This design comes from an exercise in tuning for small area on the open sky130 flow, not from production work.
The RTL was checked by simulation tests, not by an equivalence proof against the original design.
No activity file was given, so power comes from the tool's default toggle rates.

==> design/flow/design.v <==
module zacwire_rx (
    input  wire        clk,
    input  wire        rst,
    input  wire [1:0]  cfg_profile,    
    input  wire [15:0] cfg_rate,       
    input  wire        ev_valid,
    input  wire [32:0] ev_word,
    input  wire        cmd_valid,
    input  wire [66:0] cmd_word,
    output wire        cmd_ready,
    output reg         rsp_valid,
    output wire [34:0] rsp_word
);
    localparam [2:0] PH_IDLE     = 3'd0,
                     PH_START    = 3'd1,
                     PH_RECV     = 3'd2,
                     PH_PARITY   = 3'd3,
                     PH_COMPLETE = 3'd4,
                     PH_ERROR    = 3'd5;
    localparam [2:0] ST_OK = 3'd0, ST_NOTCONN = 3'd1, ST_MISREAD = 3'd2,
                     ST_BEGINFAIL = 3'd3, ST_BADOP = 3'd4;
    localparam [37:0] C_FULL   = 38'd200000000000;    
    localparam [37:0] C_NARROW = 38'd70000000000;     
    wire        prof14 = cfg_profile[0];
    wire        narrow = cfg_profile[1];
    wire [3:0]  d_bits = prof14 ? 4'd14 : 4'd13;
    wire [13:0] p_mask = prof14 ? 14'h3FFF : 14'h07FF;
    reg [2:0]  phase;
    reg [3:0]  bit_pos;
    reg        par_acc;
    reg [13:0] acc;
    reg        lev;
    reg [31:0] let_ts;
    reg [10:0] thr;
    reg [13:0] vbits;           
    reg        vvalid;
    reg        hbv;
    reg [31:0] hbts;
    reg        repv;
    reg [13:0] repp;
    reg [31:0] rept;            
    reg        armed;
    localparam [3:0] E_IDLE = 4'd0, E_NW = 4'd1, E_WIN = 4'd2, E_R1 = 4'd3,
                     E_PL = 4'd4, E_PE = 4'd5, E_F1 = 4'd6, E_F2 = 4'd7, E_F3 = 4'd8;
    reg [3:0]  est;
    reg [4:0]  ofs;             
    reg [31:0] nreg;            
    reg        bel;             
    reg [1:0]  cz;              
    reg [3:0]  th1, th2;        
    reg [1:0]  th3;
    reg        conn;
    reg [13:0] preg;            
    reg        pv;
    reg [1:0]  kind;            
    reg [2:0]  rstat;
    reg [5:0]  cnt;
    reg        b1, b2;
    reg [21:0] acca;            
    wire [13:0] rr   = acca[13:0];
    wire [7:0]  ireg = acca[21:14];
    wire [3:0]  dc   = cnt[3:0];      
    reg        sgn;
    reg        lead;
    reg [4:0]  sc;
    wire [2:0]  cmd_op  = cmd_word[66:64];
    wire [31:0] cmd_now = cmd_word[63:32];
    wire [31:0] cmd_tmo = cmd_word[31:0];
    wire        op_slow = (cmd_op == 3'd3) || (cmd_op == 3'd4);
    assign cmd_ready = ((est == E_IDLE) && !op_slow) || ((est == E_WIN) && (dc == 4'd10));
    wire   cmd_fire  = cmd_valid && cmd_ready;
    wire begin_ok = cmd_fire && (cmd_op == 3'd0) && cmd_word[0];
    wire end_cmd  = cmd_fire && (cmd_op == 3'd1);
    wire        armed_c = begin_ok ? 1'b1 : (end_cmd ? 1'b0 : armed);
    wire [2:0]  phase_c = begin_ok ? PH_IDLE : phase;
    wire        lev_c   = begin_ok ? 1'b0 : lev;
    wire        ev_rise  = ev_word[32];
    wire [31:0] ev_ts    = ev_word[31:0];
    wire [31:0] interval = ev_ts - let_ts;
    wire        is_gap   = (|interval[31:10]) || (interval[9:0] > 10'd1000);
    wire        bit_val  = {1'b0, interval[9:0]} < thr;
    wire [3:0]  bit_pos_inc = bit_pos + 4'd1;
    wire ev_act   = ev_valid && armed_c && lev_c && !is_gap && ev_rise;
    wire pub      = ev_act && (phase_c == PH_PARITY) &&
                    ((bit_val != par_acc) || (bit_pos == d_bits));
    wire hb_we    = ev_act && (phase_c == PH_PARITY) &&
                    (bit_val == par_acc) && (bit_pos == d_bits);
    always @(posedge clk) begin
        if (rst) begin
            phase  <= PH_IDLE;
            lev    <= 1'b0;
            thr    <= 11'd0;
            vbits  <= 14'd0;
            vvalid <= 1'b0;
            hbv    <= 1'b0;
            armed  <= 1'b0;
        end else begin
            armed <= armed_c;
            phase <= phase_c;
            lev   <= lev_c;
            if (ev_valid && armed_c) begin
                let_ts <= ev_ts;
                if (!lev_c) begin
                    lev <= 1'b1;
                end else if (is_gap) begin
                    phase   <= PH_START;
                    acc     <= 14'd0;
                    par_acc <= 1'b0;
                    bit_pos <= 4'd0;
                end else if (ev_rise) begin
                    case (phase_c)
                        PH_START: begin
                            thr   <= {1'b0, interval[9:0]} + {2'b00, thr[10:2]};
                            phase <= PH_RECV;
                        end
                        PH_RECV: begin
                            acc     <= {acc[12:0], bit_val} & (prof14 ? 14'h3FFF : 14'h1FFF);
                            par_acc <= par_acc ^ bit_val;
                            bit_pos <= bit_pos_inc;
                            if (bit_pos_inc == 4'd9 || bit_pos_inc == d_bits)
                                phase <= PH_PARITY;
                        end
                        PH_PARITY: begin
                            if (bit_val != par_acc) begin
                                phase <= PH_ERROR;
                            end else begin
                                par_acc <= 1'b0;
                                if (bit_pos == d_bits) phase <= PH_COMPLETE;
                                else                   phase <= PH_RECV;
                            end
                        end
                        default: ;
                    endcase
                end
            end
            if (pub) begin
                vbits  <= acc;
                vvalid <= (bit_val == par_acc);
            end
            if (hb_we) hbv <= 1'b1;
        end
    end
    always @(posedge clk)
        if (hb_we) hbts <= ev_ts;
    reg [3:0] now_d, hb_d, tmo_d;
    always @(*) begin
        case (dc[2:0])
            3'd0: begin now_d = cmd_now[3:0];   hb_d = hbts[3:0];   tmo_d = cmd_tmo[3:0];   end
            3'd1: begin now_d = cmd_now[7:4];   hb_d = hbts[7:4];   tmo_d = cmd_tmo[7:4];   end
            3'd2: begin now_d = cmd_now[11:8];  hb_d = hbts[11:8];  tmo_d = cmd_tmo[11:8];  end
            3'd3: begin now_d = cmd_now[15:12]; hb_d = hbts[15:12]; tmo_d = cmd_tmo[15:12]; end
            3'd4: begin now_d = cmd_now[19:16]; hb_d = hbts[19:16]; tmo_d = cmd_tmo[19:16]; end
            3'd5: begin now_d = cmd_now[23:20]; hb_d = hbts[23:20]; tmo_d = cmd_tmo[23:20]; end
            3'd6: begin now_d = cmd_now[27:24]; hb_d = hbts[27:24]; tmo_d = cmd_tmo[27:24]; end
            default: begin now_d = cmd_now[31:28]; hb_d = hbts[31:28]; tmo_d = cmd_tmo[31:28]; end
        endcase
    end
    wire        dhi    = dc[3];                        
    wire        dfirst = (dc == 4'd0);
    wire [4:0]  el_s   = {1'b0, now_d} - {1'b0, hb_d} - {4'd0, bel & !dfirst};
    wire [3:0]  el_d   = dhi ? 4'd0 : el_s[3:0];
    wire [13:0] tw     = {dhi ? 4'd0 : tmo_d,
                          dfirst ? 4'd0 : th1,
                          (dc < 4'd2) ? 4'd0 : th2,
                          (dc < 4'd3) ? 2'd0 : th3};    
    reg [1:0] zc [0:4];
    reg [3:0] zb;
    integer j;
    always @(*) begin
        zc[0] = dfirst ? 2'd2 : cz;
        for (j = 0; j < 4; j = j + 1) begin
            {zc[j+1], zb[j]} = {2'b00, tw[j]} + {2'b00, tw[j+7]} + {2'b00, ~tw[j+5]}
                             + {2'b00, ~el_d[j]} + {1'b0, zc[j]};
        end
    end
    wire conn_now = hbv && !zb[3];
    wire [13:0] pm   = preg & p_mask;
    wire [14:0] pdif = {1'b0, pm} - {1'b0, repp};
    wire        pds  = pdif[14];                                  
    wire        klo  = !cnt[5];                                   
    wire        n0   = nreg[0];
    wire        r0   = rept[0];
    wire        nt   = prof14 ? nreg[18] : nreg[21];
    wire        rt   = prof14 ? rept[18] : rept[21];
    wire        tval = prof14 ? (cnt >= 6'd14 && cnt < 6'd46) : (cnt >= 6'd11 && cnt < 6'd43);
    wire        dt0  = klo & (n0 ^ r0 ^ b1);
    wire        b1n  = (~n0 & r0) | (~(n0 ^ r0) & b1);
    wire        dtn  = tval & (nt ^ rt ^ b2);
    wire        b2n  = tval & ((~nt & rt) | (~(nt ^ rt) & b2));
    wire        upos = dtn & ~dt0;
    wire        uneg = ~dtn & dt0;
    wire        ck   = (cnt < 6'd38) && (narrow ? C_NARROW[cnt] : C_FULL[cnt]);
    wire [18:0] opx  = (upos | uneg) ? ({3'b000, cfg_rate} ^ {19{uneg}}) : 19'd0;
    wire [18:0] opd  = ck ? ({{4{pdif[14]}}, pdif} ^ {19{~pds}}) : 19'd0;
    wire [18:0] asum = {acca[17], acca[17:0]} + opx + opd + {18'd0, uneg} + {18'd0, ck & ~pds};
    wire [3:0]  nm1    = prof14 ? 4'd13 : 4'd10;                  
    wire        pbit   = pm[nm1 - cnt[3:0]];
    wire [4:0]  rnd_s  = prof14 ? 5'd10 : 5'd13;                 
    wire        rbit   = lead && (sc >= rnd_s);
    wire        f1     = (est == E_F1);
    wire [7:0]  span   = narrow ? 8'd70 : 8'd200;
    wire [7:0]  radd   = f1 ? (pbit ? span : 8'd0) : {7'd0, rbit};
    wire [15:0] rp     = {1'b0, rr, 1'b0} + {8'd0, radd};
    wire [15:0] mval   = prof14 ? 16'd16383 : 16'd2047;
    wire        qge1   = rp >= mval;
    wire        qge2   = rp >= {mval[14:0], 1'b0};
    wire [1:0]  qd     = qge2 ? 2'd2 : (qge1 ? 2'd1 : 2'd0);
    wire [15:0] rsub   = rp + {14'd0, qd};
    wire [13:0] rnext  = rsub[13:0] & p_mask;
    wire [7:0]  inext  = {ireg[6:0], 1'b0} + (f1 ? {6'd0, qd} : 8'd0);
    wire [7:0]  lowc   = narrow ? 8'd10 : 8'd50;
    wire [8:0]  idif   = {1'b0, ireg} - {1'b0, lowc};
    wire        ineg   = idif[8];
    wire        rzero  = (rr == 14'd0);
    wire [7:0]  ifix   = ineg ? (~idif[7:0] + {7'd0, rzero}) : idif[7:0];
    wire [13:0] rfix   = (ineg && !rzero) ? (~rr & p_mask) : rr;
    wire        sbit   = cnt[5:3] == 3'd0 ? ireg[7] : qge1;      
    wire [7:0]  expo   = 8'd158 - {2'd0, cnt};
    wire [22:0] frac;
    genvar g;
    generate
        for (g = 0; g < 23; g = g + 1) begin : g_frac
            assign frac[g] = nreg[31 - g];
        end
    endgenerate
    assign rsp_word[34:32] = rstat;
    assign rsp_word[31:0]  = (kind == 2'd1) ? {pv, 17'd0, preg} :
                             (kind == 2'd2) ? {31'd0, conn} :
                             (kind == 2'd3) ? {sgn, expo, frac} : 32'd0;
    wire commit = ((est == E_R1) && conn && pv && !repv) ||
                  ((est == E_PE) && !acca[17]);
    wire f3push = (est == E_F3) && lead;
    always @(posedge clk) begin
        if (est == E_NW && ofs == 5'd31)
            nreg <= cmd_now;
        else
            nreg <= {f3push ? sbit : nreg[0], nreg[31:1]};
        rept <= commit ? {nreg[0], nreg[31:1]} : {rept[0], rept[31:1]};
        if (commit) repp <= pm;
        ofs  <= ofs + 5'd1;
        rsp_valid <= 1'b0;
        case (est)
            E_IDLE: begin
                if (cmd_valid) begin
                    if (cmd_op == 3'd3) begin
                        est <= E_WIN;
                        cnt <= 6'd0;
                    end else if (cmd_op == 3'd4) begin
                        est <= E_NW;
                    end else begin
                        rsp_valid <= 1'b1;
                        kind      <= 2'd0;
                        case (cmd_op)
                            3'd0: rstat <= cmd_word[0] ? ST_OK : ST_BEGINFAIL;
                            3'd1: rstat <= ST_OK;
                            3'd2: begin
                                rstat <= ST_OK;
                                kind  <= 2'd1;
                                preg  <= vbits;
                                pv    <= vvalid;
                            end
                            default: rstat <= ST_BADOP;
                        endcase
                    end
                end
            end
            E_NW: begin
                if (ofs == 5'd31) begin
                    est <= E_WIN;
                    cnt <= 6'd0;
                end
            end
            E_WIN: begin
                th1 <= tw[13:10];
                th2 <= th1;
                th3 <= th2[3:2];
                bel <= el_s[4];
                cz  <= zc[4];
                cnt <= cnt + 6'd1;
                if (dc == 4'd10) begin
                    conn <= conn_now;
                    if (cmd_op == 3'd3) begin
                        rsp_valid <= 1'b1;
                        rstat     <= ST_OK;
                        kind      <= 2'd2;
                        est       <= E_IDLE;
                    end else begin
                        preg <= vbits;
                        pv   <= vvalid;
                        est  <= E_R1;
                    end
                end else if (hb_we) begin
                    cnt <= 6'd0;
                end
            end
            E_R1: begin
                kind <= 2'd0;
                cnt  <= 6'd0;
                acca <= 22'd0;
                if (!conn) begin
                    rsp_valid <= 1'b1;
                    rstat     <= ST_NOTCONN;
                    est       <= E_IDLE;
                end else if (!pv) begin
                    rsp_valid <= 1'b1;
                    rstat     <= ST_MISREAD;
                    est       <= E_IDLE;
                end else if (!repv) begin
                    est <= E_F1;
                end else if (ofs == 5'd31) begin
                    est  <= E_PL;
                    b1   <= 1'b0;
                    b2   <= 1'b0;
                end
            end
            E_PL: begin
                acca <= {4'd0, asum[18:1]};
                b1   <= b1n;
                b2   <= b2n;
                cnt  <= cnt + 6'd1;
                if (cnt == 6'd45) est <= E_PE;
            end
            E_PE: begin
                cnt  <= 6'd0;
                acca <= 22'd0;
                if (acca[17]) begin
                    rsp_valid <= 1'b1;
                    rstat     <= ST_MISREAD;
                    est       <= E_IDLE;
                end else begin
                    est <= E_F1;
                end
            end
            E_F1: begin
                acca <= {inext, rnext};
                cnt  <= cnt + 6'd1;
                if (cnt[3:0] == nm1) est <= E_F2;
            end
            E_F2: begin
                sgn  <= ineg;
                acca <= {ifix, rfix};
                cnt  <= 6'd0;
                sc   <= 5'd0;
                lead <= 1'b0;
                est  <= E_F3;
            end
            E_F3: begin
                acca <= {ireg[6:0], 1'b0, (cnt[5:3] != 3'd0) ? rnext : rr};
                cnt <= cnt + 6'd1;
                if (!lead) begin
                    if (sbit) lead <= 1'b1;
                end else begin
                    sc <= sc + 5'd1;
                    if (sc == 5'd22) begin
                        rsp_valid <= 1'b1;
                        rstat     <= ST_OK;
                        kind      <= 2'd3;
                        est       <= E_IDLE;
                    end
                end
            end
            default: est <= E_IDLE;
        endcase
        if (rst) begin
            est       <= E_IDLE;
            rsp_valid <= 1'b0;
            ofs       <= 5'd0;
        end
    end
    always @(posedge clk) begin
        if (rst)
            repv <= 1'b0;
        else if (commit)
            repv <= 1'b1;
    end
endmodule
==> design/flow/run.sh <==
#!/bin/bash
# synth_recipe.tcl (not shown) runs the flow's synth.tcl, then flattens the netlist and writes it again
# the make line also repeats each setting of config.mk as NAME=value (left out here)
make -C /OpenROAD-flow-scripts/flow DESIGN_CONFIG=/design/flow/config.mk WORK_HOME=/design/flow/orfs CLKGATE_MAP_FILE= SYNTH_SCRIPT=/design/flow/synth_recipe.tcl finish
==> design/flow/config.mk <==
export PLATFORM = sky130hd
export DESIGN_NAME = zacwire_rx
export DESIGN_NICKNAME = zacwire_rx
export VERILOG_FILES = /design/flow/design.v
export SDC_FILE = /design/flow/constraint.sdc
export NUM_CORES = 4
export LEC_CHECK = 0
export CAP_MARGIN = 20
export CORE_MARGIN = 2
export CORE_UTILIZATION = 40
export PLACE_DENSITY = 0.6
export SLEW_MARGIN = 20
==> design/flow/constraint.sdc <==
create_clock -name core_clock -period 20.0 [get_ports {clk}]
set_input_delay 4.0000 -clock core_clock [delete_from_list [all_inputs] [get_ports {clk}]]
set_output_delay 4.0000 -clock core_clock [all_outputs]
set_load 0.01 [all_outputs]
==> results of run 1 <==
-- synthesized netlist by cell type (11+ instances only) --
master / number
o211ai_1: 12
nor2_1: 142
or3_1: 11
a31oi_1: 15
a222oi_1: 26
dfxtp_1: 107
nand2b_1: 32
xor2_1: 40
a211oi_1: 21
nor2b_1: 36
o21ai_0: 82
and3_1: 30
ha_1: 131
fa_1: 37
nand3_1: 47
o221ai_1: 13
xnor2_1: 81
and2_1: 30
nor3_1: 31
a21o_1: 33
nand4_1: 13
mux2_2: 68
inv_1: 131
mux2i_1: 49
edfxtp_1: 168
nor4_1: 17
o21a_1: 27
clkbuf_1: 73
o31ai_1: 12
nand2_1: 139
a21oi_1: 137
o21bai_1: 11
-- cells by family (layout without fill, tap and decap cells) --
group	Yosys count	count (layout)	share of synthesized area, %
xor+xnor	121	121	5.58
compound gates	479	479	17.2
simple gates	581	581	15.6
mux	119	119	6.85
flops	275	275	37.8
fa+ha+maj	168	168	12.5
buf+inv	219	375	4.41
-- per-stage QoR --
step	total power [mW]	util (%)	worst slack [ns]
global placement	1.05	45.3	8.04
global route	1.75	47.7	7.75
floorplan	0.917	-	9.73
detailed placement	1.06	45.3	7.91
CTS	1.68	47.7	8.42
finish	1.67	47.7	8.36
-- per-layer routing --
layer  track usage, %  wire, µm
met4             8.15      2030
met5                0         0
met3             3.17      2170
met1             27.8     24000
met2             36.5     26000
-- area by class of cell --
cell class                 count  area, µm²  share of cell area [%]
clock buffer                  48       1040                    4.66
clock inverter                13       77.6                   0.348
inverter                     135        507                    2.27
multi-input combinational   1468      11000                    49.3
sequential                   275       7190                    32.2
tap                          607        759                    3.41
timing repair buffer         179       1740                    7.80
-- where the power goes --
| part | total [mW] | switching, mW | internal [mW] |
|---|---|---|---|
| Sequential | 0.640 | 0.0156 | 0.625 |
| Combinational | 0.411 | 0.229 | 0.182 |
| Clock | 0.616 | 0.251 | 0.365 |
| Total | 1.67 | 0.496 | 1.17 |
-- sequential cells by signal, indices dropped and copies added (netlist names), 2 cells and up --
signal / cells
hbts: 32
let_ts: 32
nreg: 32
rept: 32
acca: 22
acc: 14
preg: 14
repp: 14
vbits: 14
thr: 11
cnt: 6
ofs: 5
sc: 5
bit_pos: 4
est: 4
th1: 4
th2: 4
phase: 3
rstat: 3
cz: 2
kind: 2
th3: 2
-- path summary, 6_finish.rpt --
path	startpoint	endpoint	slack (ns)	cells past startpoint
worst max-delay path	cfg_profile[0]	acca[10]	8.36	31
worst min-delay path	th2[2]	th3[0]	0.42	0
worst max register to register	cnt[2]	acca[10]	12.11	28
worst min register to register	th2[2]	th3[0]	0.42	0
==> reports/qor.csv, run 1 <==
stage;metric;value;unit
timing;RSZ-0062 raised after global routing;false;
placement;instance area at placement;21200;µm²
global_routing;initial antenna violation count;0;
clocking;post-cts resize count;0;
cells_and_area;post-route cell area;22300;µm²
die;die area;49200;µm²
drt;DR vias;15500;
drt;DRC;0;
timing;Fmax;0.0859;GHz
clocking;Post-CTS Setup Bufs;0;
die;Die W;222;µm
timing;final hold vios;0;
timing;setup clock skew after layout;0.0165;ns
die;die height;222;µm
drt;DRT antenna net count;0;
setup_path;crit path DAT;11.91;ns
setup_path;critical path fanouts, max;18;
logic_synthesis;cells after synthesis;1962;
die;FP Rows;79;
min_path;worst min path class;reg -> reg;
setup_path;number of buffer and inverter stages on the critical path;5;
setup_path;CP Launch Type;input pin;
timing;Slew Limit Headroom;28.6;%
clocking;CTS tree;built;
logic_synthesis;area share of the largest cell type after synthesis;26.6;%
drt;wirelength, routed;54200;µm
drt;WL/cell;19.9;µm
placement;IO Port Bufs;158;
global_routing;gr ovfl total;0;
logic_synthesis;top cell type by total area after synthesis;edfxtp_1;
setup_path;Setup CP Type;in -> reg;
global_routing;Tot GR Track Use;21.5;%
placement;Detail Placement HPWL;41500;µm
global_routing;first-pass GRT wire length;84200;µm
cells_and_area;n_diodes;0;
logic_synthesis;Seq cells post-synth;275;
timing;Final setup viols;0;
logic_synthesis;Mapped Area;19000;µm²
power_and_ir_drop;maximum vdd drop;0.0611;mV
global_routing;vias in the first global route;15100;
setup_path;Crit path max-delay family;adder cells;
clocking;# hold bufs at CTS;0;
power_and_ir_drop;Static Leak;8.79;nW
clocking;CTS Buf Count;34;
run_status;status;no timing/DRC/antenna violations;
clocking;clk buf depth;3;
setup_path;data required time of the critical path;20.26;ns
cells_and_area;commonest non-fill, non-tap cell in the layout;edfxtp_1;
drt;Detailed Route Iter0 Violations;1269;
cells_and_area;# nets final;2383;
logic_synthesis;Post-synth EDFFs;168;
logic_synthesis;Synth Area per Inst;9.68;µm²
placement;placed insts;2664;
clocking;H-tree levels;2;
logic_synthesis;predominant post-synthesis flop cell;edfxtp_1;
drt;Vias/cell;5.67;
timing;Slew Limit Fails;0;
cells_and_area;fillers;4390;
die;Core Region;46800;µm²
timing;Tcrit/Tclk final;58.2;%
die;Initial Utilization;40.6;%
timing;Hold Slack;0.420;ns
job;maxcap violations;0;
clocking;CTS root buffer;clkbuf_16;
setup_path;CP max stage delay;0.59;ns
timing;Tmin final;11.64;ns
cells_and_area;share of cells above drive strength 1;8.26;%
timing;Worst Max-Slew Pin Slew;1.06;ns
logic_synthesis;Async S/R FF share, synth;0;%
logic_synthesis;Distinct cells, synth;90;
cells_and_area;Area Overhead vs Synth;17.4;%
logic_synthesis;Warnings, synthesis;2;
die;I/O pins;159;
cells_and_area;final std cells w/o fill;2725;
placement;GPL Wtd Cong;0.864;
power_and_ir_drop;PD cells;74.8;nW/µm²
timing;Setup TNS;0;ns
logic_synthesis;post-synthesis net count;2252;
logic_synthesis;register area share after synthesis;37.8;%
clocking;CTS clock-pin slew for the worst setup and hold paths;0.06;ns
setup_path;CP max stage cell;fa_1;
clocking;clock sinks;275;
setup_path;critical path endpoint category;flop;
clocking;clk latency of the worst-skew pair;0.54;ns
setup_path;CP dominant cell by count;ha_1;
logic_synthesis;ranking of synthesized cells by area;edfxtp_1 (27%), dfxtp_1 (11%), ha_1 (8.6%);
global_routing;largest net degree at the start of global routing;49;
cells_and_area;most frequent cells in the layout;edfxtp_1 (168), clkdlybuf4s50_1 (158), nor2_1 (142), nand2_1 (139), a21oi_1 (137);
drt;Pre-antenna DRT Iters;6;
==> run 2: changes to the inputs <==
--- a/design/flow/design.v
+++ b/design/flow/design.v
@@ -22,4 +22,17 @@
     localparam [37:0] C_FULL   = 38'd200000000000;    
     localparam [37:0] C_NARROW = 38'd70000000000;     
+    function automatic uge16(input [15:0] x, input [15:0] c);
+        integer k;
+        reg gt, eq;
+        begin
+            gt = 1'b0;
+            eq = 1'b1;
+            for (k = 15; k >= 0; k = k - 1) begin
+                gt = gt | (eq & x[k] & ~c[k]);
+                eq = eq & ~(x[k] ^ c[k]);
+            end
+            uge16 = gt | eq;
+        end
+    endfunction
     wire        prof14 = cfg_profile[0];
     wire        narrow = cfg_profile[1];
@@ -46,8 +59,4 @@
     reg [4:0]  ofs;             
     reg [31:0] nreg;            
-    reg        bel;             
-    reg [1:0]  cz;              
-    reg [3:0]  th1, th2;        
-    reg [1:0]  th3;
     reg        conn;
     reg [13:0] preg;            
@@ -56,9 +65,16 @@
     reg [2:0]  rstat;
     reg [5:0]  cnt;
-    reg        b1, b2;
     reg [21:0] acca;            
     wire [13:0] rr   = acca[13:0];
     wire [7:0]  ireg = acca[21:14];
     wire [3:0]  dc   = cnt[3:0];      
+    wire [3:0]  th1  = acca[3:0];       
+    wire [3:0]  th2  = acca[7:4];
+    wire [1:0]  th3  = acca[9:8];
+    wire        bel  = acca[10];        
+    wire [1:0]  cz   = acca[12:11];     
+    wire        b1   = acca[18];
+    wire        b2   = acca[19];
+    wire        b3   = acca[20];
     reg        sgn;
     reg        lead;
@@ -77,6 +93,19 @@
     wire        ev_rise  = ev_word[32];
     wire [31:0] ev_ts    = ev_word[31:0];
-    wire [31:0] interval = ev_ts - let_ts;
-    wire        is_gap   = (|interval[31:10]) || (interval[9:0] > 10'd1000);
+    wire [10:0] ivlo     = {1'b0, ev_ts[9:0]} - {1'b0, let_ts[9:0]};
+    wire [9:0]  interval = ivlo[9:0];
+    wire [21:0] ts_hi    = ev_ts[31:10];
+    wire [21:0] lt_hi    = let_ts[31:10];
+    wire [21:0] hi_x     = ts_hi ^ lt_hi;
+    wire [21:0] hi_c;                                   
+    assign hi_c[0] = 1'b1;
+    genvar gi;
+    generate
+        for (gi = 1; gi < 22; gi = gi + 1) begin : g_hic
+            assign hi_c[gi] = hi_c[gi-1] & lt_hi[gi-1];
+        end
+    endgenerate
+    wire        hi_zero  = ivlo[10] ? ~|(hi_x ^ hi_c) : ~|hi_x;
+    wire        is_gap   = !hi_zero || (&interval[9:5] && (interval[4] || (interval[3] && |interval[2:0])));
     wire        bit_val  = {1'b0, interval[9:0]} < thr;
     wire [3:0]  bit_pos_inc = bit_pos + 4'd1;
@@ -162,6 +191,6 @@
     wire [13:0] tw     = {dhi ? 4'd0 : tmo_d,
                           dfirst ? 4'd0 : th1,
-                          (dc < 4'd2) ? 4'd0 : th2,
-                          (dc < 4'd3) ? 2'd0 : th3};    
+                          (dc[3:1] == 3'd0) ? 4'd0 : th2,
+                          (dc[3:2] == 2'd0 && !(dc[1] & dc[0])) ? 2'd0 : th3};    
     reg [1:0] zc [0:4];
     reg [3:0] zb;
@@ -183,19 +212,24 @@
     wire        nt   = prof14 ? nreg[18] : nreg[21];
     wire        rt   = prof14 ? rept[18] : rept[21];
-    wire        tval = prof14 ? (cnt >= 6'd14 && cnt < 6'd46) : (cnt >= 6'd11 && cnt < 6'd43);
+    wire        tval = prof14 ? uge16({10'd0, cnt}, 16'd14) : (uge16({10'd0, cnt}, 16'd11) && !uge16({10'd0, cnt}, 16'd43));
     wire        dt0  = klo & (n0 ^ r0 ^ b1);
     wire        b1n  = (~n0 & r0) | (~(n0 ^ r0) & b1);
     wire        dtn  = tval & (nt ^ rt ^ b2);
     wire        b2n  = tval & ((~nt & rt) | (~(nt ^ rt) & b2));
-    wire        upos = dtn & ~dt0;
-    wire        uneg = ~dtn & dt0;
-    wire        ck   = (cnt < 6'd38) && (narrow ? C_NARROW[cnt] : C_FULL[cnt]);
-    wire [18:0] opx  = (upos | uneg) ? ({3'b000, cfg_rate} ^ {19{uneg}}) : 19'd0;
+    wire        dm   = dtn ^ dt0 ^ b3;                            
+    wire        b3n  = (~dtn & dt0) | (~(dtn ^ dt0) & b3);
+    wire        ck   = !uge16({10'd0, cnt}, 16'd38) && (narrow ? C_NARROW[cnt] : C_FULL[cnt]);
+    wire [18:0] opx  = dm ? {3'b000, cfg_rate} : 19'd0;
     wire [18:0] opd  = ck ? ({{4{pdif[14]}}, pdif} ^ {19{~pds}}) : 19'd0;
-    wire [18:0] asum = {acca[17], acca[17:0]} + opx + opd + {18'd0, uneg} + {18'd0, ck & ~pds};
-    wire [3:0]  nm1    = prof14 ? 4'd13 : 4'd10;                  
-    wire        pbit   = pm[nm1 - cnt[3:0]];
-    wire [4:0]  rnd_s  = prof14 ? 5'd10 : 5'd13;                 
-    wire        rbit   = lead && (sc >= rnd_s);
+    wire [18:0] asum = {acca[17], acca[17:0]} + opx + opd + {18'd0, ck & ~pds};
+    wire [13:0] pmrev;                                           
+    genvar gp;
+    generate
+        for (gp = 0; gp < 14; gp = gp + 1) begin : g_pmrev
+            assign pmrev[gp] = pm[13 - gp];
+        end
+    endgenerate
+    wire        pbit   = pmrev[cnt[3:0]];                        
+    wire        rbit   = lead && (prof14 ? uge16({11'd0, sc}, 16'd10) : uge16({11'd0, sc}, 16'd13));
     wire        f1     = (est == E_F1);
     wire [7:0]  span   = narrow ? 8'd70 : 8'd200;
@@ -203,6 +237,6 @@
     wire [15:0] rp     = {1'b0, rr, 1'b0} + {8'd0, radd};
     wire [15:0] mval   = prof14 ? 16'd16383 : 16'd2047;
-    wire        qge1   = rp >= mval;
-    wire        qge2   = rp >= {mval[14:0], 1'b0};
+    wire        qge1   = uge16(rp, mval);
+    wire        qge2   = uge16(rp, {mval[14:0], 1'b0});
     wire [1:0]  qd     = qge2 ? 2'd2 : (qge1 ? 2'd1 : 2'd0);
     wire [15:0] rsub   = rp + {14'd0, qd};
@@ -272,9 +306,5 @@
             end
             E_WIN: begin
-                th1 <= tw[13:10];
-                th2 <= th1;
-                th3 <= th2[3:2];
-                bel <= el_s[4];
-                cz  <= zc[4];
+                acca <= {9'd0, zc[4], el_s[4], th2[3:2], th1, tw[13:10]};
                 cnt <= cnt + 6'd1;
                 if (dc == 4'd10) begin
@@ -308,19 +338,16 @@
                 end else if (!repv) begin
                     est <= E_F1;
+                    cnt <= prof14 ? 6'd0 : 6'd3;
                 end else if (ofs == 5'd31) begin
                     est  <= E_PL;
-                    b1   <= 1'b0;
-                    b2   <= 1'b0;
                 end
             end
             E_PL: begin
-                acca <= {4'd0, asum[18:1]};
-                b1   <= b1n;
-                b2   <= b2n;
+                acca <= {1'b0, b3n, b2n, b1n, asum[18:1]};
                 cnt  <= cnt + 6'd1;
                 if (cnt == 6'd45) est <= E_PE;
             end
             E_PE: begin
-                cnt  <= 6'd0;
+                cnt  <= prof14 ? 6'd0 : 6'd3;
                 acca <= 22'd0;
                 if (acca[17]) begin
@@ -335,5 +362,5 @@
                 acca <= {inext, rnext};
                 cnt  <= cnt + 6'd1;
-                if (cnt[3:0] == nm1) est <= E_F2;
+                if (cnt[3:0] == 4'd13) est <= E_F2;
             end
             E_F2: begin
==> design/flow/flow/run.sh (new file) <==
#!/bin/bash
# Standard ORFS layout (the standard.sh, standard synthesis unchanged), with
# the port buffers made of the smallest buffer cell and a clock tree of
# smaller buffers without dummy loads.
set -euo pipefail
echo 'export BUFFER_PORTS_ARGS = -buffer_cell sky130_fd_sc_hd__buf_1' >> config.mk
echo 'export CTS_ARGS = -sink_clustering_enable -repair_clock_nets -dont_use_dummy_load -buf_list sky130_fd_sc_hd__clkbuf_8 -sink_clustering_size 20 -sink_clustering_max_diameter 60' >> config.mk
bash standard.sh finish > standard_flow.log 2>&1
==> design/flow/standard.sh (new file) <==
#!/bin/bash
# synth_recipe.tcl (not shown) runs the flow's synth.tcl, then flattens the netlist and writes it again
# the make line also repeats each setting of config.mk as NAME=value (left out here)
make -C /OpenROAD-flow-scripts/flow DESIGN_CONFIG=/design/flow/config.mk WORK_HOME=/design/flow/orfs CLKGATE_MAP_FILE= SYNTH_SCRIPT=/design/flow/synth_recipe.tcl "${@:-finish}"
--- a/design/flow/config.mk
+++ b/design/flow/config.mk
@@ -11,2 +11,4 @@
 export PLACE_DENSITY = 0.6
 export SLEW_MARGIN = 20
+export BUFFER_PORTS_ARGS = -buffer_cell sky130_fd_sc_hd__buf_1
+export CTS_ARGS = -sink_clustering_enable -repair_clock_nets -dont_use_dummy_load -buf_list sky130_fd_sc_hd__clkbuf_8 -sink_clustering_size 20 -sink_clustering_max_diameter 60
removed: design/flow/run.sh
==> run 2 against run 1 <==
Non-clock buffer count is 2 lower; sequential cell count is 15 lower; critical endpoint unchanged; clock skew is 0.11 ns higher; worst setup slack better by 1.7 ns; register-to-register slack better by 0.62 ns; via count is 9.5% lower; critical path type unchanged; clock power is 52% lower.
==> reports/qor.csv, run 2 <==
stage;metric;value;unit
clocking;CTS root buffer;clkbuf_8;
timing;Setup TNS;0;ns
cells_and_area;commonest non-fill, non-tap cell in the layout;nor2_1;
setup_path;Reg2Reg Depth;22;
setup_path;CP Launch Type;input pin;
drt;wirelength, routed;51700;µm
placement;GPL Wtd Cong;0.875;
logic_synthesis;Distinct cells, synth;90;
cells_and_area;fillers;4232;
setup_path;CP max stage delay;0.53;ns
die;FP Rows;76;
power_and_ir_drop;Clk network pwr share;22.0;%
global_routing;Tot GR Track Use;22.7;%
clocking;Post-CTS Setup Bufs;0;
placement;Detail Placement HPWL;39200;µm
die;die height;212;µm
job;maxcap violations;0;
logic_synthesis;cells after synthesis;1773;
power_and_ir_drop;sw power;0.459;mW
clocking;H-tree levels;1;
logic_synthesis;post-synthesis net count;2030;
power_and_ir_drop;Sw Ratio;34.3;%
setup_path;r2r setup slk;12.73;ns
timing;RSZ-0062 raised after global routing;false;
global_routing;vias in the first global route;13700;
die;Initial Utilization;40.4;%
setup_path;crit path DAT;10.19;ns
logic_synthesis;top cell type by total area after synthesis;edfxtp_1;
min_path;worst min path class;reg -> reg;
clocking;CTS tree;built;
logic_synthesis;Mapped Area;17400;µm²
power_and_ir_drop;internal power;0.877;mW
run_status;status;no timing/DRC/antenna violations;
setup_path;RR Startpoint;cnt[1];
timing;Fmax;0.101;GHz
min_path;hold depth;1;
die;I/O pins;159;
setup_path;data required time of the critical path;20.28;ns
setup_path;critical path endpoint category;flop;
clocking;clk latency of the worst-skew pair;0.65;ns
drt;DRT antenna net count;0;
logic_synthesis;Warnings, synthesis;2;
setup_path;critical path fanouts, max;21;
cells_and_area;Final Core Density;44.0;%
setup_path;CP max stage cell;a21boi_0;
timing;Worst Max-Slew Pin Slew;0.994;ns
drt;WL/cell;20.8;µm
logic_synthesis;register area share after synthesis;38.8;%
logic_synthesis;ranking of synthesized cells by area;edfxtp_1 (26%), dfxtp_1 (12%), ha_1 (7.2%);
logic_synthesis;Post-synth EDFFs;153;
timing;Slew Limit Headroom;33.7;%
timing;Slew Limit Fails;0;
timing;final hold vios;0;
power_and_ir_drop;maximum vdd drop;0.0659;mV
logic_synthesis;predominant post-synthesis flop cell;edfxtp_1;
die;die area;45100;µm²
cells_and_area;Area Overhead vs Synth;8.93;%
drt;DR vias;14000;
power_and_ir_drop;Logic pwr share;31.9;%
drt;Detailed Route Iter0 Violations;1144;
global_routing;first-pass GRT wire length;78900;µm
min_path;critical hold path startpoint;rept[31];
clocking;post-cts resize count;0;
die;Die W;212;µm
power_and_ir_drop;PD cells;70.7;nW/µm²
cells_and_area;most frequent cells in the layout;nor2_1 (162), buf_1 (157), edfxtp_1 (153), dfxtp_1 (107), a21oi_1 (106);
placement;IO Port Bufs;158;
logic_synthesis;commonest cells in the netlist;nor2_1 (162), edfxtp_1 (153), dfxtp_1 (107);
global_routing;initial antenna violation count;1;
cells_and_area;share of cells above drive strength 1;7.58;%
min_path;Worst Hold End;rept[30];
drt;Pre-antenna DRT Iters;6;
clocking;clock sinks;260;
timing;Hold Slack;0.394;ns
power_and_ir_drop;Final Power;1.34;mW
clocking;# hold bufs at CTS;0;
global_routing;gr ovfl total;0;
global_routing;largest net degree at the start of global routing;45;
logic_synthesis;Synth Area per Inst;9.79;µm²
clocking;clk buf depth;3;
timing;setup clock skew after layout;0.125;ns
timing;Tmin final;9.91;ns
logic_synthesis;most frequent cell after synthesis;nor2_1;
cells_and_area;final std cells w/o fill;2486;
die;Core Region;43000;µm²
power_and_ir_drop;sequential power share;46.1;%
logic_synthesis;Seq cells post-synth;260;
clocking;CTS Buf Count;26;
power_and_ir_drop;Static Leak;7.29;nW
logic_synthesis;Async S/R FF share, synth;0;%
setup_path;Setup CP Type;in -> reg;
timing;Tcrit/Tclk final;49.6;%
setup_path;R2R Path End;acca[11];
placement;placed insts;2459;
logic_synthesis;area share of the largest cell type after synthesis;26.5;%
drt;Vias/cell;5.62;
setup_path;sequence of cells on the critical path;buf_1, buf_4, inv_1, o311ai_2, o2111ai_4, nor2_1, ha_1, a21oi_1, a21boi_0, a21oi_1, nor4b_1, o21ai_0, a22oi_1, o41a_1, and2_1, ha_1, inv_1, fa_1, nand2b_1, nor4_1, xnor2_1, a222oi_1, o21ai_1;
timing;Final setup viols;0;
drt;DRC;0;
clocking;CTS clock-pin slew for the worst setup and hold paths;0.11;ns
cells_and_area;# nets final;2159;
-- run 2: cell types whose count changed in the layout (fill, tap and decap cells not counted), sizes merged, moves of 20 or more --
cell / before / now
clkdlybuf4s50: 158 / 0
a21o: 33 / 13
nor2b: 36 / 58
nand2: 139 / 97
buf: 21 / 176
clkbuf: 48 / 27
a21oi: 137 / 106
ha: 131 / 100
inv: 136 / 105
-- run 2: stage by stage --
step           setup WS [ns]  instance area [µm²]
3_5_place_dp            9.66                18600
2_1_floorplan          10.60                17400
3_3_place_gp            9.75                18600
6_report               10.09                18900
5_1_grt                 9.62                18900
4_1_cts                10.18                18900
-- run 2: final cells by class --
class / instances / area [µm²] / area share [%]
clock buffer: 26 / 358 / 1.89
tap: 585 / 732 / 3.87
timing repair buffer: 177 / 737 / 3.90
sequential: 260 / 6740 / 35.6
antenna: 1 / 2.50 / 0.0132
inverter: 106 / 400 / 2.12
multi-input combinational: 1331 / 9940 / 52.6
-- run 2: layer usage --
| layer | GRT usage [%] | up-vias | wire length (µm) |
|---|---|---|---|
| met1 | 28.9 | 6774 | 22100 |
| li1 | - | 6732 | - |
| met2 | 38.6 | 390 | 24600 |
| met4 | 6.85 | 0 | 1550 |
| met5 | 0 | - | 0 |
| met3 | 5.17 | 83 | 3440 |
-- run 2: critical path: cells and delay by family --
| kind | cells | cell delay, ns |
|---|---|---|
| adder cells (fa/ha/maj) | 3 | 0.91 |
| buffers and inverters | 4 | 0.72 |
| AND/OR/NAND/NOR | 5 | 1.35 |
| XOR/XNOR | 1 | 0.11 |
| AO/OA/AOI/OAI | 10 | 3.08 |
-- run 2: power groups by stage --
stage	sequential [mW]	clock [mW]	combinational, mW
floorplan	0.612	0	0.298
global route	0.619	0.319	0.473
detailed placement	0.628	0	0.423
CTS	0.616	0.302	0.426
global placement	0.628	0	0.416
finish	0.616	0.293	0.427
-- run 2: how the worst max path moves through the flow --
stage | start | to
after detailed placement | cfg_profile[0] | acca[13]
after floorplan | cfg_profile[0] | acca[17]
after CTS | cfg_profile[0] | acca[13]
after global placement | cfg_profile[0] | acca[13]
final | cfg_profile[0] | acca[10]
after global routing | cfg_profile[0] | acca[10]
-- run 2: kinds of logic (layout without fill, tap and decap cells) --
logic type / count (synthesis) / count (layout) / share of synthesized area, %
xor gates and xnor gates: 119 / 119 / 6.00
and+or+nand+nor: 567 / 567 / 16.7
AOI/OAI and AO/OA: 370 / 370 / 14.4
DFF: 260 / 260 / 38.8
muxes: 140 / 140 / 8.74
buffers and inverters: 182 / 309 / 4.06
adders and majority gates: 135 / 135 / 11.2
other: 0 / 1 / 0
==> run 3: changes to the inputs <==
==> design/flow/flow/run.sh (replaced) <==
#!/bin/bash
# Standard ORFS layout (the standard.sh, standard synthesis unchanged), with
# the port buffers made of the smallest buffer cell and a clock tree of
# smaller buffers without dummy loads.
set -euo pipefail
echo 'export BUFFER_PORTS_ARGS = -buffer_cell sky130_fd_sc_hd__buf_1' >> config.mk
echo 'export CTS_ARGS = -sink_clustering_enable -repair_clock_nets -dont_use_dummy_load -buf_list sky130_fd_sc_hd__clkbuf_8 -sink_clustering_size 16 -sink_clustering_max_diameter 50' >> config.mk
bash standard.sh finish > standard_flow.log 2>&1
==> design/flow/config.mk (replaced) <==
export PLATFORM = sky130hd
export DESIGN_NAME = zacwire_rx
export DESIGN_NICKNAME = zacwire_rx
export VERILOG_FILES = /design/flow/design.v
export SDC_FILE = /design/flow/constraint.sdc
export NUM_CORES = 4
export LEC_CHECK = 0
export CAP_MARGIN = 20
export CORE_MARGIN = 2
export CORE_UTILIZATION = 55
export GPL_TIMING_DRIVEN = 0
export PLACE_DENSITY = 0.7
export SLEW_MARGIN = 20
export BUFFER_PORTS_ARGS = -buffer_cell sky130_fd_sc_hd__buf_1
export CTS_ARGS = -sink_clustering_enable -repair_clock_nets -dont_use_dummy_load -buf_list sky130_fd_sc_hd__clkbuf_8 -sink_clustering_size 16 -sink_clustering_max_diameter 50
==> run 3 against run 2 <==
Still clean; clock power up 4%; worst hold slack gained 0.018 ns; synthesized cell count unchanged; sequential power decreased by 1%; sequential share of layout area barely moved; via count grew 3.5%; cell count decreased by 4.7%; core utilization up 16 points; critical path type unchanged; critical endpoint is now acca[17]; highest routed layer is now met5.
==> reports/qor.csv, run 3 <==
stage;metric;value;unit
drt;Detailed Route Iter0 Violations;1237;
timing;setup clock skew after layout;0.0720;ns
global_routing;first-pass GRT wire length;77800;µm
die;I/O pins;159;
timing;Slew Limit Fails;0;
logic_synthesis;Warnings, synthesis;2;
die;FP Rows;65;
clocking;CTS tree;built;
global_routing;gr ovfl total;0;
logic_synthesis;register area share after synthesis;38.8;%
logic_synthesis;Distinct cells, synth;90;
cells_and_area;Area Overhead vs Synth;9.03;%
logic_synthesis;Post-synth EDFFs;153;
cells_and_area;commonest non-fill, non-tap cell in the layout;buf_1;
logic_synthesis;Synth Area per Inst;9.79;µm²
clocking;CTS root buffer;clkbuf_8;
timing;Fmax;0.0925;GHz
power_and_ir_drop;PD cells;71.8;nW/µm²
clocking;CTS clock-pin slew for the worst setup and hold paths;0.09;ns
clocking;clock sinks;260;
setup_path;CP max stage cell;fa_1;
clocking;Post-CTS Setup Bufs;0;
die;die height;182;µm
logic_synthesis;post-synthesis net count;2030;
drt;DR vias;14500;
clocking;H-tree levels;1;
setup_path;CP Launch Type;input pin;
min_path;worst min path class;reg -> reg;
logic_synthesis;area share of the largest cell type after synthesis;26.5;%
run_status;status;no timing/DRC/antenna violations;
die;Initial Utilization;55.4;%
global_routing;largest net degree at the start of global routing;33;
logic_synthesis;Mapped Area;17400;µm²
setup_path;CP dominant cell by count;fa_1;
placement;GPL Wtd Cong;0.960;
global_routing;initial antenna violation count;2;
timing;Final setup viols;0;
logic_synthesis;cells after synthesis;1773;
logic_synthesis;Async S/R FF share, synth;0;%
logic_synthesis;ranking of synthesized cells by area;edfxtp_1 (26%), dfxtp_1 (12%), ha_1 (7.2%);
cells_and_area;most frequent cells in the layout;buf_1 (162), nor2_1 (161), edfxtp_1 (153), dfxtp_1 (107), a21oi_1 (105);
setup_path;Crit path max-delay family;compound AO/OA/AOI/OAI gates;
logic_synthesis;predominant post-synthesis flop cell;edfxtp_1;
job;maxcap violations;0;
clocking;CTS Buf Count;29;
setup_path;crit path DAT;11.21;ns
setup_path;critical path fanouts, max;10;
logic_synthesis;commonest cells in the netlist;nor2_1 (162), edfxtp_1 (153), dfxtp_1 (107);
setup_path;r2r setup slk;12.62;ns
drt;Vias/cell;6.11;
timing;Slew Limit Headroom;24.1;%
drt;WL/cell;21.4;µm
drt;Pre-antenna DRT Iters;7;
placement;Detail Placement HPWL;39500;µm
timing;RSZ-0062 raised after global routing;false;
global_routing;vias in the first global route;13900;
clocking;post-cts resize count;0;
logic_synthesis;top cell type by total area after synthesis;edfxtp_1;
die;Core Region;31300;µm²
drt;DRC;0;
setup_path;critical path endpoint category;flop;
logic_synthesis;Seq cells post-synth;260;
timing;final hold vios;0;
logic_synthesis;most frequent cell after synthesis;nor2_1;
power_and_ir_drop;Static Leak;7.36;nW
drt;wirelength, routed;50700;µm
timing;Tmin final;10.81;ns
global_routing;Tot GR Track Use;30.1;%
setup_path;sequence of cells on the critical path;buf_1, clkbuf_1, clkbuf_1, mux2_2, fa_1, nand2b_1, fa_1, nor2b_1, fa_1, and3_1, fa_1, a21o_1, a21o_1, a21oi_1, o21a_1, o21ai_0, o41a_1, a221o_1, a2111oi_0, nor4_1, o21ai_0;
clocking;# hold bufs at CTS;0;
die;Die W;182;µm
setup_path;data required time of the critical path;20.39;ns
clocking;clk latency of the worst-skew pair;0.62;ns
cells_and_area;Final Core Density;60.5;%
placement;IO Port Bufs;157;
power_and_ir_drop;maximum vdd drop;0.0635;mV
timing;Hold Slack;0.412;ns
cells_and_area;share of cells above drive strength 1;7.32;%
drt;DRT antenna net count;0;
clocking;clk buf depth;3;
cells_and_area;# nets final;2225;
setup_path;CP max stage delay;0.78;ns
timing;Tcrit/Tclk final;54.1;%
die;die area;33000;µm²
timing;Worst Max-Slew Pin Slew;1.14;ns
timing;Setup TNS;0;ns
setup_path;Setup CP Type;in -> reg;
setup_path;number of buffer and inverter stages on the critical path;3;
[run 3: cell counts after synthesis]
No cell type changed its count.
[run 3: where the power goes]
group | total [mW] | switching, mW | internal, mW
Sequential | 0.608 | 0.0177 | 0.590
Clock | 0.304 | 0.176 | 0.127
Combinational | 0.447 | 0.273 | 0.175
[run 3: kinds of logic after synthesis]
group           count (synthesis)  synth area share, %
simple gates                  567                 16.7
compound gates                370                 14.4
fa+ha+maj                     135                 11.2
buf+inv                       182                 4.06
mux                           140                 8.74
flops                         260                 38.8
xor+xnor                      119                 6.00
[run 3: path summary, 6_finish.rpt]
check                                     from  endpoint  cells after the start
worst min-delay path                   rept[4]   rept[3]                      1
worst min register to register         rept[4]   rept[3]                      1
worst max register to register          cnt[0]  acca[11]                     24
worst max-delay path            cfg_profile[0]  acca[17]                     21
[run 3: cell type report]
| class | count | area [µm²] |
|---|---|---|
| fill | 2698 | 12400 |
| multi-input combinational | 1331 | 9940 |
| sequential | 260 | 6740 |
| timing repair buffer | 164 | 638 |
| tap | 402 | 503 |
| inverter | 106 | 400 |
| clock buffer | 29 | 399 |
| buffer | 76 | 305 |
| antenna | 1 | 2.50 |
[run 3: metal layers]
layer,track usage (%),up-vias,share of wire (%)
li1,-,6856,-
met1,38.4,6935,41
met2,51.2,549,48
met3,6.20,124,8.0
met4,10.0,2,3.6
met5,0,-,0.022
[run 3: worst reg2reg max path, delay by kind of cell, from the launching register on]
kind / cells / cell delay [ns]
AOI/OAI and AO/OA: 8 / 1.40
adders and majority gates: 8 / 3.18
buffers and inverters: 6 / 1.50
DFF: 1 / 0.51
muxes: 1 / 0.19
and+or+nand+nor: 1 / 0.30
[run 3: through the flow]
| step | power [mW] | setup WS [ns] | area [µm²] | std cells |
|---|---|---|---|---|
| floorplan | 0.909 | 10.60 | 17400 | 1773 |
| global route | 1.43 | 8.91 | 18900 | 2368 |
| global placement | 1.05 | 8.75 | 18500 | 2332 |
| finish | 1.36 | 9.19 | 18900 | 2369 |
| detailed placement | 1.06 | 8.68 | 18500 | 2339 |
| CTS | 1.36 | 9.22 | 18900 | 2368 |
==> run 4: changes to the inputs <==
--- a/design/flow/config.mk
+++ b/design/flow/config.mk
@@ -8,7 +8,6 @@
 export CAP_MARGIN = 20
 export CORE_MARGIN = 2
-export CORE_UTILIZATION = 55
-export GPL_TIMING_DRIVEN = 0
-export PLACE_DENSITY = 0.7
+export CORE_UTILIZATION = 60
+export PLACE_DENSITY = 0.75
 export SLEW_MARGIN = 20
 export BUFFER_PORTS_ARGS = -buffer_cell sky130_fd_sc_hd__buf_1
==> run 4 against run 3 <==
Sequential cell count unchanged; cell area decreased by 1.2%; clock-buffer cell count increased by 1; power down 0.94%; sequential share of layout area increased by 0.42 points; critical endpoint is now acca[13]; largest cell class unchanged; highest routed layer unchanged.
==> reports/qor.csv, run 4 <==
stage;metric;value;unit
global_routing;Tot GR Track Use;31.6;%
setup_path;data required time of the critical path;20.28;ns
job;maxcap violations;0;
logic_synthesis;predominant post-synthesis flop cell;edfxtp_1;
drt;WL/cell;21.2;µm
die;die area;30300;µm²
timing;Fmax;0.102;GHz
cells_and_area;share of cells above drive strength 1;7.72;%
clocking;# hold bufs at CTS;0;
power_and_ir_drop;maximum vdd drop;0.0657;mV
global_routing;gr ovfl total;0;
logic_synthesis;Synth Area in XOR/XNOR;6.00;%
min_path;hold depth;1;
cells_and_area;commonest non-fill, non-tap cell in the layout;nor2_1;
timing;Setup TNS;0;ns
power_and_ir_drop;Logic pwr share;31.2;%
clocking;CTS root buffer;clkbuf_8;
setup_path;CP max stage cell;a21boi_0;
clocking;CTS Buf Count;30;
die;Initial Utilization;60.6;%
die;I/O pins;159;
clocking;Post-CTS Setup Bufs;0;
clocking;post-cts resize count;0;
global_routing;largest net degree at the start of global routing;45;
power_and_ir_drop;sequential power share;46.0;%
setup_path;crit path DAT;10.10;ns
drt;DRC;0;
power_and_ir_drop;sw power;0.453;mW
logic_synthesis;cells after synthesis;1773;
die;Die W;174;µm
power_and_ir_drop;internal power;0.894;mW
drt;Detailed Route Iter0 Violations;1286;
cells_and_area;# nets final;2162;
setup_path;critical path endpoint category;flop;
setup_path;Crit path depth;22;
logic_synthesis;commonest cells in the netlist;nor2_1 (162), edfxtp_1 (153), dfxtp_1 (107);
placement;Detail Placement HPWL;37000;µm
logic_synthesis;Seq cells post-synth;260;
clocking;CTS clock-pin slew for the worst setup and hold paths;0.10;ns
logic_synthesis;Mapped Area;17400;µm²
timing;Worst Max-Slew Pin Slew;1.22;ns
cells_and_area;post-route cell area;18700;µm²
setup_path;sequence of cells on the critical path;buf_1, buf_4, inv_1, o311ai_2, o2111ai_4, nor2_1, ha_1, a21oi_1, a21boi_0, nand2_1, xor2_1, nand3_1, or4_1, o41a_1, inv_1, ha_1, a21oi_1, or4_1, or3b_1, nor3_1, xnor2_1, o221ai_1;
drt;Vias/cell;6.28;
setup_path;critical path fanouts, max;21;
placement;pre-CTS WS;9.71;ns
power_and_ir_drop;Sw Ratio;33.6;%
timing;Tmin final;9.83;ns
timing;Final setup viols;0;
cells_and_area;most frequent cells in the layout;nor2_1 (162), buf_1 (157), edfxtp_1 (153), dfxtp_1 (107), a21oi_1 (106);
power_and_ir_drop;Final Power;1.35;mW
setup_path;Setup CP Type;in -> reg;
timing;Slew Limit Headroom;17.6;%
logic_synthesis;top cell type by total area after synthesis;edfxtp_1;
clocking;clk latency of the worst-skew pair;0.65;ns
global_routing;vias in the first global route;14000;
logic_synthesis;post-synthesis compound-gate area fraction;14.4;%
logic_synthesis;Synth Area per Inst;9.79;µm²
clocking;CTS tree;built;
setup_path;Crit path max-delay family;compound AO/OA/AOI/OAI gates;
timing;Final WS setup;10.17;ns
logic_synthesis;area share of the largest cell type after synthesis;26.5;%
run_status;status;no timing/DRC/antenna violations;
logic_synthesis;register area share after synthesis;38.8;%
placement;placed insts;2257;
logic_synthesis;Distinct cells, synth;90;
min_path;worst min path class;reg -> reg;
clocking;H-tree levels;1;
placement;instance area at placement;18300;µm²
cells_and_area;final std cells w/o fill;2287;
die;Core Region;28600;µm²
timing;Slew Limit Fails;0;
logic_synthesis;Async S/R FF share, synth;0;%
cells_and_area;Area Overhead vs Synth;7.77;%
die;FP Rows;62;
clocking;clk buf depth;3;
logic_synthesis;ranking of synthesized cells by area;edfxtp_1 (26%), dfxtp_1 (12%), ha_1 (7.2%);
cells_and_area;Final Core Density;65.4;%
drt;Pre-antenna DRT Iters;7;
setup_path;Reg2Reg Depth;22;
timing;setup clock skew after layout;0.114;ns
logic_synthesis;Post-Synth Simple-Gate Area;16.7;%
logic_synthesis;post-synthesis net count;2030;
drt;wirelength, routed;48600;µm
clocking;clock sinks;260;
setup_path;CP Launch Type;input pin;
placement;IO Port Bufs;158;
power_and_ir_drop;PD cells;72.0;nW/µm²
setup_path;CP max stage delay;0.53;ns
die;die height;174;µm
setup_path;number of buffer and inverter stages on the critical path;4;
power_and_ir_drop;Static Leak;7.31;nW
drt;DRT antenna net count;0;
logic_synthesis;Post-synth EDFFs;153;
logic_synthesis;Warnings, synthesis;2;
timing;Tcrit/Tclk final;49.1;%
timing;RSZ-0062 raised after global routing;false;
timing;final hold vios;0;
global_routing;first-pass GRT wire length;75400;µm
global_routing;initial antenna violation count;2;
logic_synthesis;proportion of synthesized area in mux cells;8.74;%
power_and_ir_drop;Clk network pwr share;22.8;%
cells_and_area;n_diodes;0;
logic_synthesis;main combinational cell family by area after synthesis;simple AND/OR/NAND/NOR gates;
drt;DR vias;14400;
logic_synthesis;most frequent cell after synthesis;nor2_1;
timing;Hold Slack;0.385;ns
logic_synthesis;Adder-Cell Fraction of Synth Area;11.2;%
placement;GPL Wtd Cong;0.919;
-- run 4: cell counts after synthesis --
Identical to the previous run, type by type.
-- run 4: worst paths after layout --
kind               to      startpoint  slack [ns]
max          acca[13]  cfg_profile[0]       10.17
min reg2reg  rept[28]        rept[29]        0.39
max reg2reg  acca[11]          cnt[1]       12.70
min          rept[28]        rept[29]        0.39
-- run 4: cells by family (layout without fill, tap and decap cells) --
kind of cell    Yosys count  after routing
simple gates            567            567
compound gates          370            370
flops                   260            260
buf+inv                 182            312
mux                     140            140
fa+ha+maj               135            135
xor+xnor                119            119
-- run 4: layout make-up --
cell class,count,area [µm²]
multi-input combinational,1331,9950
fill,2327,9920
sequential,260,6740
timing repair buffer,176,733
tap,384,480
clock buffer,30,413
inverter,106,400
-- run 4: per-layer routing --
metal / GRT usage, % / vias to the layer above / part of all wire (%) / wire length (µm)
li1: - / 6736 / - / -
met1: 39.6 / 6879 / 40 / 19300
met2: 51.9 / 612 / 47 / 22800
met3: 7.26 / 138 / 8.2 / 3990
met4: 14.8 / 4 / 4.9 / 2400
met5: 0 / - / 0.056 / 27
-- run 4: power groups by stage --
stage               sequential (mW)  clock [mW]  combinational, mW
global placement              0.629           0              0.402
CTS                           0.618       0.313              0.416
finish                        0.619       0.307              0.420
detailed placement            0.629           0              0.413
global route                  0.621       0.332              0.465
floorplan                     0.612           0              0.298
==> run 5: changes to the inputs <==
--- a/design/flow/config.mk
+++ b/design/flow/config.mk
@@ -8,6 +8,6 @@
 export CAP_MARGIN = 20
 export CORE_MARGIN = 2
-export CORE_UTILIZATION = 60
-export PLACE_DENSITY = 0.75
+export CORE_UTILIZATION = 40
+export PLACE_DENSITY = 0.6
 export SLEW_MARGIN = 20
 export BUFFER_PORTS_ARGS = -buffer_cell sky130_fd_sc_hd__buf_1
==> run 5 against run 4 <==
Sequential cell count did not move; cell count is 8.9% higher; register-to-register slack better by 0.09 ns; non-clock buffer count rose by 1; highest routed layer is now met4; combinational power grew 1%; largest cell class unchanged; maximum frequency is 0.26% lower; critical path type unchanged.
==> reports/qor.csv, run 5 <==
stage;metric;value;unit
placement;instance area at placement;18600;µm²
logic_synthesis;Post-synth EDFFs;153;
logic_synthesis;Async S/R FF share, synth;0;%
clocking;clock sinks;260;
logic_synthesis;area share of the largest cell type after synthesis;26.5;%
logic_synthesis;Warnings, synthesis;2;
setup_path;critical path endpoint category;flop;
global_routing;initial antenna violation count;1;
clocking;CTS tree;built;
drt;wirelength, routed;51900;µm
run_status;status;no timing/DRC/antenna violations;
drt;Vias/cell;5.62;
logic_synthesis;ranking of synthesized cells by area;edfxtp_1 (26%), dfxtp_1 (12%), ha_1 (7.2%);
power_and_ir_drop;sw power;0.465;mW
drt;routed length on met2;24600;µm
cells_and_area;post-route cell area;19000;µm²
placement;Detail Placement HPWL;39200;µm
clocking;# hold bufs at CTS;0;
logic_synthesis;Post-Synth Simple-Gate Area;16.7;%
logic_synthesis;most frequent cell after synthesis;nor2_1;
drt;met1 WL;21900;µm
drt;Top Layer Used;met4;
placement;GPL Wtd Cong;0.875;
timing;Slew Limit Headroom;34.1;%
setup_path;CP Launch Type;input pin;
die;I/O pins;159;
timing;setup clock skew after layout;0.112;ns
logic_synthesis;predominant post-synthesis flop cell;edfxtp_1;
timing;final hold vios;0;
logic_synthesis;main combinational cell family by area after synthesis;simple AND/OR/NAND/NOR gates;
logic_synthesis;register area share after synthesis;38.8;%
logic_synthesis;top cell type by total area after synthesis;edfxtp_1;
cells_and_area;most frequent cells in the layout;nor2_1 (162), buf_1 (157), edfxtp_1 (153), dfxtp_1 (107), a21oi_1 (106);
drt;WL met3;3730;µm
global_routing;Tot GR Track Use;22.8;%
global_routing;gr ovfl total;0;
timing;Worst Max-Slew Pin Slew;0.988;ns
power_and_ir_drop;Logic pwr share;31.3;%
cells_and_area;commonest non-fill, non-tap cell in the layout;nor2_1;
clocking;clk buf depth;3;
cells_and_area;fillers;4219;
timing;Tmin final;9.85;ns
logic_synthesis;cells after synthesis;1773;
clocking;H-tree levels;1;
logic_synthesis;proportion of synthesized area in mux cells;8.74;%
cells_and_area;# nets final;2164;
clocking;CTS root buffer;clkbuf_8;
min_path;worst min path class;reg -> reg;
drt;WL/cell;20.8;µm
timing;Slew Limit Fails;0;
die;Die W;212;µm
clocking;CTS Buf Count;31;
clocking;clk latency of the worst-skew pair;0.67;ns
die;die area;45100;µm²
timing;Fmax;0.102;GHz
die;die height;212;µm
clocking;post-cts resize count;0;
global_routing;first-pass GRT wire length;79000;µm
power_and_ir_drop;sequential power share;45.2;%
job;maxcap violations;0;
cells_and_area;Area Overhead vs Synth;9.33;%
logic_synthesis;Synth Area per Inst;9.79;µm²
logic_synthesis;post-synthesis net count;2030;
drt;Detailed Route Iter0 Violations;1072;
logic_synthesis;Adder-Cell Fraction of Synth Area;11.2;%
drt;DR vias;14000;
logic_synthesis;Synth Area in XOR/XNOR;6.00;%
setup_path;data required time of the critical path;20.32;ns
setup_path;Setup CP Type;in -> reg;
global_routing;vias in the first global route;13700;
drt;DRC;0;
logic_synthesis;Seq cells post-synth;260;
timing;Final setup viols;0;
clocking;CTS clock-pin slew for the worst setup and hold paths;0.10;ns
power_and_ir_drop;Static Leak;7.32;nW
placement;IO Port Bufs;158;
timing;RSZ-0062 raised after global routing;false;
clocking;Post-CTS Setup Bufs;0;
power_and_ir_drop;Clk network pwr share;23.5;%
logic_synthesis;Distinct cells, synth;90;
power_and_ir_drop;internal power;0.898;mW
logic_synthesis;commonest cells in the netlist;nor2_1 (162), edfxtp_1 (153), dfxtp_1 (107);
timing;Tcrit/Tclk final;49.3;%
timing;Setup TNS;0;ns
drt;DRT antenna net count;0;
power_and_ir_drop;maximum vdd drop;0.0630;mV
power_and_ir_drop;PD cells;71.8;nW/µm²
power_and_ir_drop;Sw Ratio;34.1;%
logic_synthesis;post-synthesis compound-gate area fraction;14.4;%
die;Initial Utilization;40.4;%
setup_path;critical path fanouts, max;21;
logic_synthesis;Mapped Area;17400;µm²
die;Core Region;43000;µm²
cells_and_area;share of cells above drive strength 1;7.82;%
drt;Pre-antenna DRT Iters;6;
setup_path;crit path DAT;10.17;ns
die;FP Rows;76;
global_routing;largest net degree at the start of global routing;45;
## run 5: final timing paths
kind | cells past startpoint | to | slack, ns | from
worst max-delay path | 23 | acca[10] | 10.15 | cfg_profile[0]
worst min-delay path | 1 | rept[19] | 0.43 | rept[20]
worst max register to register | 22 | acca[11] | 12.79 | cnt[1]
worst min register to register | 1 | rept[19] | 0.43 | rept[20]
## run 5: area by class of cell
type	count	area (µm²)	area share (%)
repair buffers	177	737	3.88
inverters	106	400	2.11
flip-flops and latches	260	6740	35.5
diodes	1	2.50	0.0132
well taps	585	732	3.86
clock buffers	31	427	2.25
multi-input cells	1331	9940	52.4
## run 5: kinds of logic after synthesis
kind of cell	after synthesis
compound gates	370
simple gates	567
flops	260
xor+xnor	119
fa+ha+maj	135
mux	140
buf+inv	182
## run 5: power by group through the flow
stage          sequential (mW)  clock (mW)  combinational (mW)
2_1_floorplan            0.612           0               0.298
3_3_place_gp             0.628           0               0.416
3_5_place_dp             0.628           0               0.423
4_1_cts                  0.616       0.328               0.426
5_1_grt                  0.619       0.347               0.473
6_report                 0.617       0.320               0.426
## run 5: worst max-delay path: stages
cell and delay, ns:
buf_1 0.10, buf_4 0.30, inv_1 0.24, o311ai_2 0.50
o2111ai_4 0.23, nor2_1 0.21, ha_1 0.32, a21oi_1 0.41
a21boi_0 0.53, a21oi_1 0.24, nor4b_1 0.51, o21ai_0 0.17
a22oi_1 0.23, o41a_1 0.32, and2_1 0.19, ha_1 0.17
inv_1 0.05, fa_1 0.43, nand2b_1 0.21, nor4_1 0.24
xnor2_1 0.11, a222oi_1 0.33, o21ai_1 0.11
## run 5: metrics by stage
step	util, %	hold slack (ns)	std cells	setup slack [ns]	total power [mW]
finish	44.2	0.426	2491	10.15	1.36
global route	44.2	0.432	2490	9.66	1.44
CTS	44.2	0.431	2490	10.24	1.37
detailed placement	43.2	0.419	2459	9.66	1.05
global placement	43.2	0.414	2459	9.75	1.04
floorplan	-	0.408	1773	10.60	0.909
## run 5: routing by layer
| layer | global-route usage, % | vias to the layer above |
|---|---|---|
| li1 | - | 6734 |
| met1 | 28.9 | 6759 |
| met2 | 38.5 | 412 |
| met3 | 5.35 | 99 |
| met4 | 6.97 | 0 |
| met5 | 0 | - |

==> what the ideal ports hide <==
How much do the figures lean on ideal ports? The routed layouts below were timed once more, with nothing changed but the port constraints. Step 1: set_driving_cell puts a clkbuf_16 on clk and a buf_2 on each other input, an assumption about the parent block. Step 2 moves the port delays by t, midway between the first and last clock arrival at a register: inputs arrive t later, outputs are due t later. That takes back most of the time a late clock gives input paths. Slacks: no drivers / after step 1 / after step 2; pairs: no drivers / after step 1.
| run | shift t [ns] | slack for setup (ns) | hold WS [ns] | latest minus earliest clock arrival (ns) | pins driven straight from the clock port |
|---|---|---|---|---|---|
| run 1 | 0.583 | 8.358 / 8.387 / 7.803 | 0.420 / 0.420 / 0.420 | 0.018 / 0.019 | 1 |
| run 2 | 0.638 | 10.087 / 10.113 / 9.475 | 0.394 / 0.394 / 0.394 | 0.132 / 0.131 | 1 |
| run 3 | 0.640 | 9.186 / 9.212 / 8.572 | 0.412 / 0.412 / 0.412 | 0.072 / 0.072 | 1 |
| run 4 | 0.636 | 10.175 / 10.179 / 9.543 | 0.385 / 0.385 / 0.385 | 0.121 / 0.122 | 1 |
| run 5 | 0.662 | 10.150 / 10.176 / 9.514 | 0.426 / 0.426 / 0.426 | 0.112 / 0.111 | 1 |
After both steps every run listed still meets setup and hold. The setup slack of run 5, which loses most, moves by +0.026 ns with the drivers and by -0.636 ns with both steps.
